From an optimization exercise on the open Yosys and OpenROAD flow, aimed at small area, a short achievable clock period and few clock cycles per item; shortcuts taken in it are not production practice. RTL that was checked went through simulation tests only; none was proved equivalent to the original. Power is estimated from default activity; no workload was simulated.

==> flow/design.v <==
module ewma_rtt_estimator (
    input  wire        clk,
    input  wire        rst,
    input  wire        cmd_valid,
    output wire        cmd_ready,
    input  wire [1:0]  cmd_op,
    input  wire [63:0] cmd_data,
    output reg         done,
    output reg  [63:0] est_rtt,
    output reg  [63:0] dev_rtt,
    output reg  [63:0] timeout_interval,
    output reg         rtt_valid
);
    localparam [1:0] OP_UPDATE   = 2'd0;
    localparam [1:0] OP_WRITE_TO = 2'd1;
    localparam [1:0] OP_RESET    = 2'd2;
    localparam [1:0] OP_NOP      = 2'd3;
    localparam [63:0] INIT_TIMEOUT = 64'h0000_0000_0001_0000;  
    assign cmd_ready = 1'b1;
    reg        rst_q;
    reg        c_valid;
    reg [1:0]  c_op;
    reg [63:0] c_data;
    always @(posedge clk) begin
        rst_q   <= rst;
        c_valid <= cmd_valid && !rst;
        c_op    <= cmd_op;
        c_data  <= cmd_data;
    end
    reg [63:0] a_est;      
    reg        a_vld;      
    wire [63:0] S = c_data;
    wire a_upd   = c_valid && (c_op == OP_UPDATE);
    wire a_wto   = c_valid && (c_op == OP_WRITE_TO);
    wire a_rcmd  = c_valid && (c_op == OP_RESET);
    wire a_first = a_upd && !a_vld;    
    wire [67:0] u0 = {1'b0, a_est, 3'b000};
    wire [67:0] u1 = {4'b1111, ~a_est};
    wire [67:0] u2 = {4'b0000, S};
    wire [67:0] su = u0 ^ u1 ^ u2;
    wire [67:0] cu = {((u0[66:0] & u1[66:0]) | (u0[66:0] & u2[66:0]) | (u1[66:0] & u2[66:0])), 1'b1};
    wire [3:0]  lo3 = {1'b0, su[2:0]} + {1'b0, cu[2:0]};
    wire        c3  = lo3[3];
    wire [63:0] est_new;
    pfx_add #(.W(64)) add_est (.a(su[66:3]), .b(cu[66:3]), .cin(c3), .s(est_new), .co());
    wire [64:0] d0 = {1'b0, S};
    wire [64:0] d1 = ~su[67:3];
    wire [64:0] d2 = ~cu[67:3];
    wire [64:0] sd = d0 ^ d1 ^ d2;
    wire [64:0] cd = {((d0[63:0] & d1[63:0]) | (d0[63:0] & d2[63:0]) | (d1[63:0] & d2[63:0])), ~c3};
    wire [64:0] diff;
    pfx_add #(.W(65)) add_diff (.a(sd), .b(cd), .cin(1'b1), .s(diff), .co());
    wire [64:0] nx = {1'b0, a_est ^ S};
    wire [64:0] ny = {a_est | ~S, 1'b0};
    wire        neg;
    carry_out #(.W(65)) cmp_neg (.a(nx), .b(ny), .co(neg));
    reg [63:0] b_mag;      
    reg        b_neg;
    reg        b_upd;      
    reg        b_load;     
    reg        b_dz;       
    reg        b_init;     
    reg        b_valid;
    always @(posedge clk) begin
        if (rst_q || a_rcmd) begin
            a_est <= 64'd0;
            a_vld <= 1'b0;
        end else if (a_upd) begin
            a_est <= a_vld ? est_new : S;
            a_vld <= 1'b1;
        end
        b_mag   <= (a_wto || a_first) ? S : (diff[63:0] ^ {64{neg}});
        b_neg   <= neg;
        b_upd   <= a_upd && a_vld;
        b_load  <= a_wto || a_first;
        b_dz    <= a_first || a_rcmd;
        b_init  <= a_rcmd;
        b_valid <= c_valid && !rst;
    end
    wire [65:0] t0 = {1'b0, dev_rtt, 1'b0};
    wire [65:0] t1 = {2'b00, dev_rtt};
    wire [65:0] t2 = {2'b00, b_mag};
    wire [65:0] x  = t0 ^ t1 ^ t2;
    wire [65:0] y  = {((t0[64:0] & t1[64:0]) | (t0[64:0] & t2[64:0]) | (t1[64:0] & t2[64:0])), b_neg};
    wire        c2 = (x[1] & y[1]) | ((x[1] ^ y[1]) & x[0] & y[0]);
    wire [63:0] dev_new;
    pfx_add #(.W(64)) add_dev (.a(x[65:2]), .b(y[65:2]), .cin(c2), .s(dev_new), .co());
    wire [66:0] v0 = {3'b000, a_est};
    wire [66:0] v1 = {1'b0, x[65:2], 2'b00};
    wire [66:0] v2 = {1'b0, y[65:2], 2'b00};
    wire [66:0] sv = v0 ^ v1 ^ v2;
    wire [66:0] cv = {((v0[65:0] & v1[65:0]) | (v0[65:0] & v2[65:0]) | (v1[65:0] & v2[65:0])), 1'b0};
    wire [66:0] qv = {cv[66:3], c2, cv[1:0]};    
    wire [63:0] to_lo;
    wire        to_co;
    pfx_add #(.W(64)) add_to (.a(sv[63:0]), .b(qv[63:0]), .cin(1'b0), .s(to_lo), .co(to_co));
    wire        ovf = to_co | (|sv[66:64]) | (|qv[66:64]);
    always @(posedge clk) begin
        done      <= b_valid && !rst;
        est_rtt   <= a_est;
        rtt_valid <= a_vld;
        if (rst_q || b_dz)
            dev_rtt <= 64'd0;
        else if (b_upd)
            dev_rtt <= dev_new;
        if (rst_q || b_init)
            timeout_interval <= INIT_TIMEOUT;
        else if (b_load)
            timeout_interval <= b_mag;
        else if (b_upd)
            timeout_interval <= to_lo | {64{ovf}};
    end
endmodule
module pfx_add #(parameter W = 64) (
    input  wire [W-1:0] a,
    input  wire [W-1:0] b,
    input  wire         cin,
    output wire [W-1:0] s,
    output wire         co
);
    wire [W-1:0] p = a ^ b;
    reg  [W-1:0] g, t, ng, nt;
    integer i, l, d;
    always @* begin
        g = a & b;
        t = p;
        g[0] = g[0] | (p[0] & cin);
        for (l = 1; l < W; l = l * 2) begin
            ng = g; nt = t;
            for (i = 0; i < W; i = i + 1)
                if (((i / l) % 2) == 1) begin
                    d = (i / l) * l - 1;
                    ng[i] = g[i] | (t[i] & g[d]);
                    nt[i] = t[i] & t[d];
                end
            g = ng; t = nt;
        end
    end
    assign s  = p ^ {g[W-2:0], cin};
    assign co = g[W-1];
endmodule
module carry_out #(parameter W = 64) (
    input  wire [W-1:0] a,
    input  wire [W-1:0] b,
    output wire         co
);
    reg [W-1:0] g, t;
    integer i, l;
    always @* begin
        g = a & b;
        t = a | b;
        for (l = 1; l < W; l = l * 2)
            for (i = 2 * l - 1; i < W; i = i + 2 * l) begin
                g[i] = g[i] | (t[i] & g[i-l]);
                t[i] = t[i] & t[i-l];
            end
    end
    function automatic top_carry;
        input [W-1:0] gg, tt;
        integer k, pos, sz;
        reg c;
        begin
            c = 1'b0;
            pos = 0;
            for (k = 30; k >= 0; k = k - 1) begin
                sz = 1 << k;
                if ((W & sz) != 0) begin
                    c = gg[pos + sz - 1] | (tt[pos + sz - 1] & c);
                    pos = pos + sz;
                end
            end
            top_carry = c;
        end
    endfunction
    assign co = top_carry(g, t);
endmodule
Settings: LEC_CHECK=0, CAP_MARGIN=20, CORE_MARGIN=2, CORE_UTILIZATION=40, SLEW_MARGIN=20; clock period 18.0 ns.
standard.sh (not shown) runs the stock make flow with config.mk's settings and CLKGATE_MAP_FILE= SYNTH_SCRIPT=/design/flow/synth_recipe.tcl, a recipe that flattens the netlist after the stock synthesis.
==> flow/flow/run.sh <==
#!/bin/bash
# The standard layout (standard synthesis and ORFS steps unchanged) with
# extra make settings from flow/settings.txt, one NAME=VALUE per line:
# timing repair aims for a setup slack margin, so it works towards a shorter
# achieved period at the design's clock period and constraints.
set -euo pipefail
args=()
while IFS= read -r line; do
  [[ -n "$line" && "$line" != \#* ]] && args+=("$line")
done < flow/settings.txt
bash standard.sh "${args[@]}" finish > standard_flow.log 2>&1
==> flow/flow/settings.txt <==
SETUP_SLACK_MARGIN=13.2
BUFFER_PORTS_ARGS=-buffer_cell sky130_fd_sc_hd__buf_1
CTS_ARGS=-sink_clustering_enable -repair_clock_nets -dont_use_dummy_load
Testbench counts at the start, summed over its fixed seeds: cycles 12,016, items 12,000.
==> next run, changes <==
--- a/flow/design.v
+++ b/flow/design.v
@@ -49,12 +49,9 @@
     wire [64:0] sd = d0 ^ d1 ^ d2;
     wire [64:0] cd = {((d0[63:0] & d1[63:0]) | (d0[63:0] & d2[63:0]) | (d1[63:0] & d2[63:0])), ~c3};
     wire [64:0] diff;
     pfx_add #(.W(65)) add_diff (.a(sd), .b(cd), .cin(1'b1), .s(diff), .co());
-    wire [64:0] nx = {1'b0, a_est ^ S};
-    wire [64:0] ny = {a_est | ~S, 1'b0};
-    wire        neg;
-    carry_out #(.W(65)) cmp_neg (.a(nx), .b(ny), .co(neg));
+    wire        neg = diff[64];
     reg [63:0] b_mag;      
     reg        b_neg;
     reg        b_upd;      
     reg        b_load;     
- sequential power is about the same
- die area decreases by 4.4%
- synthesized area went down by 4.4%
- routed wire length falls by 5.2%
- setup slack got worse by 150 ps
- synthesized cell count came out lower by 4.3%
- maximum frequency falls by 3.1%
- first-iteration DRC count came out lower by 25%
- final area decreases by 0.62%
- total power goes up by 4.3%
For the second run of this note, only the layout was checked, not whether the RTL still works.


ewma_rtt_estimator, a different RTL version from the one above (not shown whole).
For scale: ~3200 cells after synthesis.
==> module ewma_rtt_estimator, before the edit <==
module ewma_rtt_estimator (
    input  wire        clk,
    input  wire        rst,
    input  wire        cmd_valid,
    output wire        cmd_ready,
    input  wire [1:0]  cmd_op,
    input  wire [63:0] cmd_data,
    output reg         done,
    output reg  [63:0] est_rtt,
    output reg  [63:0] dev_rtt,
    output reg  [63:0] timeout_interval,
    output reg         rtt_valid
);
    localparam [1:0] OP_UPDATE   = 2'd0;
    localparam [1:0] OP_WRITE_TO = 2'd1;
    localparam [1:0] OP_RESET    = 2'd2;
    localparam [1:0] OP_NOP      = 2'd3;
    localparam [63:0] INIT_TIMEOUT = 64'h0000_0000_0001_0000;  
    assign cmd_ready = 1'b1;
    reg        rst_q;
    reg        c_valid;
    reg [1:0]  c_op;
    reg [63:0] c_data_n;   
    always @(posedge clk) begin
        rst_q   <= rst;
        c_valid <= cmd_valid && !rst;
        c_op    <= cmd_op;
        c_data_n <= ~cmd_data;
    end
    reg [63:0] a_est;      
    reg        a_vld;      
    wire [63:0] Sn = c_data_n;
    wire [63:0] S  = ~c_data_n;
    wire a_upd   = c_valid && (c_op == OP_UPDATE);
    wire a_wto   = c_valid && (c_op == OP_WRITE_TO);
    wire a_rcmd  = c_valid && (c_op == OP_RESET);
    wire a_first = a_upd && !a_vld;    
    wire [67:0] u0 = {1'b0, a_est, 3'b000};
    wire [67:0] u1 = {4'b1111, ~a_est};
    wire [67:0] u2 = {4'b0000, S};
    wire [67:0] su = u0 ^ u1 ^ u2;
    wire [67:0] cu = {((u0[66:0] & u1[66:0]) | (u0[66:0] & u2[66:0]) | (u1[66:0] & u2[66:0])), 1'b1};
    wire [3:0]  lo3 = {1'b0, su[2:0]} + {1'b0, cu[2:0]};
    wire        c3  = lo3[3];
    wire [63:0] est_new;
    pfx_add #(.W(64)) add_est (.a(su[66:3]), .b(cu[66:3]), .cin(c3), .s(est_new), .co());
    wire [64:0] d0 = {1'b1, Sn};
    wire [64:0] d1 = su[67:3];
    wire [64:0] d2 = cu[67:3];
    wire [64:0] sd = d0 ^ d1 ^ d2;
    wire [64:0] cd = {((d0[63:0] & d1[63:0]) | (d0[63:0] & d2[63:0]) | (d1[63:0] & d2[63:0])), c3};
    wire [64:0] fdiff;
    pfx_add #(.W(65)) add_diff (.a(sd), .b(cd), .cin(1'b0), .s(fdiff), .co());
    wire [64:0] nx = {1'b0, a_est ^ S};
    wire [64:0] ny = {a_est | Sn, 1'b0};
    wire        neg;
    carry_out #(.W(65)) cmp_neg (.a(nx), .b(ny), .co(neg));
    reg [63:0] b_mag;      
    reg        b_neg;
    reg        b_upd;      
    reg        b_load;     
    reg        b_dz;       
    reg        b_init;     
    reg        b_valid;
    always @(posedge clk) begin
        if (rst_q || a_rcmd) begin
            a_est <= 64'd0;
            a_vld <= 1'b0;
        end else if (a_upd) begin
            a_est <= a_vld ? est_new : S;
            a_vld <= 1'b1;
        end
        b_mag   <= (a_wto || a_first) ? S : (fdiff[63:0] ^ {64{~neg}});
        b_neg   <= neg;
        b_upd   <= a_upd && a_vld;
        b_load  <= a_wto || a_first;
        b_dz    <= a_first || a_rcmd;
        b_init  <= a_rcmd;
        b_valid <= c_valid && !rst;
    end
    wire [65:0] t0 = {1'b0, dev_rtt, 1'b0};
    wire [65:0] t1 = {2'b00, dev_rtt};
    wire [65:0] t2 = {2'b00, b_mag};
    wire [65:0] x  = t0 ^ t1 ^ t2;
    wire [65:0] y  = {((t0[64:0] & t1[64:0]) | (t0[64:0] & t2[64:0]) | (t1[64:0] & t2[64:0])), b_neg};
    wire        c2 = (x[1] & y[1]) | ((x[1] ^ y[1]) & x[0] & y[0]);
    wire [63:0] dev_new;
    pfx_add #(.W(64)) add_dev (.a(x[65:2]), .b(y[65:2]), .cin(c2), .s(dev_new), .co());
    wire [66:0] v0 = {3'b000, a_est};
    wire [66:0] v1 = {1'b0, x[65:2], 2'b00};
    wire [66:0] v2 = {1'b0, y[65:2], 2'b00};
    wire [66:0] sv = v0 ^ v1 ^ v2;
    wire [66:0] cv = {((v0[65:0] & v1[65:0]) | (v0[65:0] & v2[65:0]) | (v1[65:0] & v2[65:0])), 1'b0};
    wire [66:0] qv = {cv[66:3], c2, cv[1:0]};    
    wire [63:0] to_lo;
    wire        to_co;
    pfx_add #(.W(64)) add_to (.a(sv[63:0]), .b(qv[63:0]), .cin(1'b0), .s(to_lo), .co(to_co));
    wire        ovf = to_co | (|sv[66:64]) | (|qv[66:64]);
    always @(posedge clk) begin
        done      <= b_valid && !rst;
        est_rtt   <= a_est;
        rtt_valid <= a_vld;
        if (rst_q || b_dz)
            dev_rtt <= 64'd0;
        else if (b_upd)
            dev_rtt <= dev_new;
        if (rst_q || b_init)
            timeout_interval <= INIT_TIMEOUT;
        else if (b_load)
            timeout_interval <= b_mag;
        else if (b_upd)
            timeout_interval <= to_lo | {64{ovf}};
    end
endmodule
==> module pfx_add, before the edit <==
module pfx_add #(parameter W = 64) (
    input  wire [W-1:0] a,
    input  wire [W-1:0] b,
    input  wire         cin,
    output wire [W-1:0] s,
    output wire         co
);
    wire [W-1:0] p = a ^ b;
    reg  [W-1:0] g, t, ng, nt;
    integer i, l, d;
    always @* begin
        g = a & b;
        t = p;
        g[0] = g[0] | (p[0] & cin);
        for (l = 1; l < W; l = l * 2) begin
            ng = g; nt = t;
            for (i = 0; i < W; i = i + 1)
                if (((i / l) % 2) == 1) begin
                    d = (i / l) * l - 1;
                    ng[i] = g[i] | (t[i] & g[d]);
                    nt[i] = t[i] & t[d];
                end
            g = ng; t = nt;
        end
    end
    assign s  = p ^ {g[W-2:0], cin};
    assign co = g[W-1];
endmodule
export LEC_CHECK = 0
export CAP_MARGIN = 20
export CORE_MARGIN = 2
export CORE_UTILIZATION = 40
export SLEW_MARGIN = 20
create_clock -name core_clock -period 18.0 [get_ports {clk}]
==> flow/flow/settings.txt <==
SETUP_SLACK_MARGIN=13.2
BUFFER_PORTS_ARGS=-buffer_cell sky130_fd_sc_hd__buf_1
CTS_ARGS=-sink_clustering_enable -repair_clock_nets -dont_use_dummy_load -sink_clustering_size 20 -sink_clustering_max_diameter 120
Scripts as last shown in full above: flow/flow/run.sh
Testbench counts at the start, summed over its fixed seeds: cycles 12,016, items 12,000.
Change:
--- a/flow/design.v
+++ b/flow/design.v
@@ -95,5 +95,5 @@
     wire [63:0] to_lo;
     wire        to_co;
-    pfx_add #(.W(64)) add_to (.a(sv[63:0]), .b(qv[63:0]), .cin(1'b0), .s(to_lo), .co(to_co));
+    pfx_add #(.W(64), .BK(2)) add_to (.a(sv[63:0]), .b(qv[63:0]), .cin(1'b0), .s(to_lo), .co(to_co));
     wire        ovf = to_co | (|sv[66:64]) | (|qv[66:64]);
     always @(posedge clk) begin
@@ -113,5 +113,5 @@
     end
 endmodule
-module pfx_add #(parameter W = 64) (
+module pfx_add #(parameter W = 64, parameter BK = 0) (
     input  wire [W-1:0] a,
     input  wire [W-1:0] b,
@@ -122,4 +122,5 @@
     wire [W-1:0] p = a ^ b;
     reg  [W-1:0] g, t, ng, nt;
+    localparam TOP = 1 << ($clog2(W) - 1);    
     integer i, l, d;
     always @* begin
@@ -127,13 +128,36 @@
         t = p;
         g[0] = g[0] | (p[0] & cin);
-        for (l = 1; l < W; l = l * 2) begin
-            ng = g; nt = t;
-            for (i = 0; i < W; i = i + 1)
-                if (((i / l) % 2) == 1) begin
-                    d = (i / l) * l - 1;
-                    ng[i] = g[i] | (t[i] & g[d]);
-                    nt[i] = t[i] & t[d];
-                end
-            g = ng; t = nt;
+        if (BK == 2) begin
+            for (l = 1; l < W; l = l * 2) begin
+                ng = g; nt = t;
+                for (i = l; i < W; i = i + 1) begin
+                    ng[i] = g[i] | (t[i] & g[i-l]);
+                    nt[i] = t[i] & t[i-l];
+                end
+                g = ng; t = nt;
+            end
+        end else if (BK) begin
+            for (l = 1; l < W; l = l * 2) begin
+                for (i = 2 * l - 1; i < W; i = i + 2 * l) begin
+                    g[i] = g[i] | (t[i] & g[i-l]);
+                    t[i] = t[i] & t[i-l];
+                end
+            end
+            for (l = TOP / 2; l >= 1; l = l / 2)
+                for (i = 3 * l - 1; i < W; i = i + 2 * l) begin
+                    g[i] = g[i] | (t[i] & g[i-l]);
+                    t[i] = t[i] & t[i-l];
+                end
+        end else begin
+            for (l = 1; l < W; l = l * 2) begin
+                ng = g; nt = t;
+                for (i = 0; i < W; i = i + 1)
+                    if (((i / l) % 2) == 1) begin
+                        d = (i / l) * l - 1;
+                        ng[i] = g[i] | (t[i] & g[d]);
+                        nt[i] = t[i] & t[d];
+                    end
+                g = ng; t = nt;
+            end
         end
     end
Outcome:
- The new run passed the timing, design-rule and antenna checks
- total power rose by 5.3%
- count of clock-buffer cells in the layout stays the same
- wire length rose by 7.6%
- non-clock buffer count fell by 2
- utilization fell by 0.13 points
- final area rose by 4.6%
Only the layout flow was run in the second run of this note; the RTL was not checked for function there.

## static timing again, ports no longer ideal
Ports are ideal in the flow. The routed layouts listed here were re-timed in OpenROAD.
Step 1 assumes that a clkbuf_16 drives the clock port and a buf_2 every other input.
Step 2 times the ports against the registers' clock, not the clock port: input delays grow and output delays shrink by t, the midpoint of the rising clock arrivals with the driver on.
Slacks: ideal / step 1 / step 2; pairs: ideal / step 1.
run	shift t [ns]	setup slack, ns	worst hold slack (ns)	clock arrival spread, ns	slew at the worst register clock pin (ns)
the first run of note 1	0.639	13.224 / 13.163 / 13.314	0.391 / 0.391 / 0.391	0.054 / 0.054	0.07 / 0.07
the second run of note 1	0.645	13.070 / 13.070 / 13.070	0.393 / 0.393 / 0.393	0.032 / 0.032	0.06 / 0.06
the first run of note 2	0.649	13.232 / 13.164 / 13.365	0.407 / 0.407 / 0.407	0.047 / 0.047	0.10 / 0.10
the second run of note 2	0.652	13.238 / 13.167 / 13.314	0.399 / 0.399 / 0.399	0.040 / 0.040	0.10 / 0.10
After both steps every run listed still meets setup and hold.
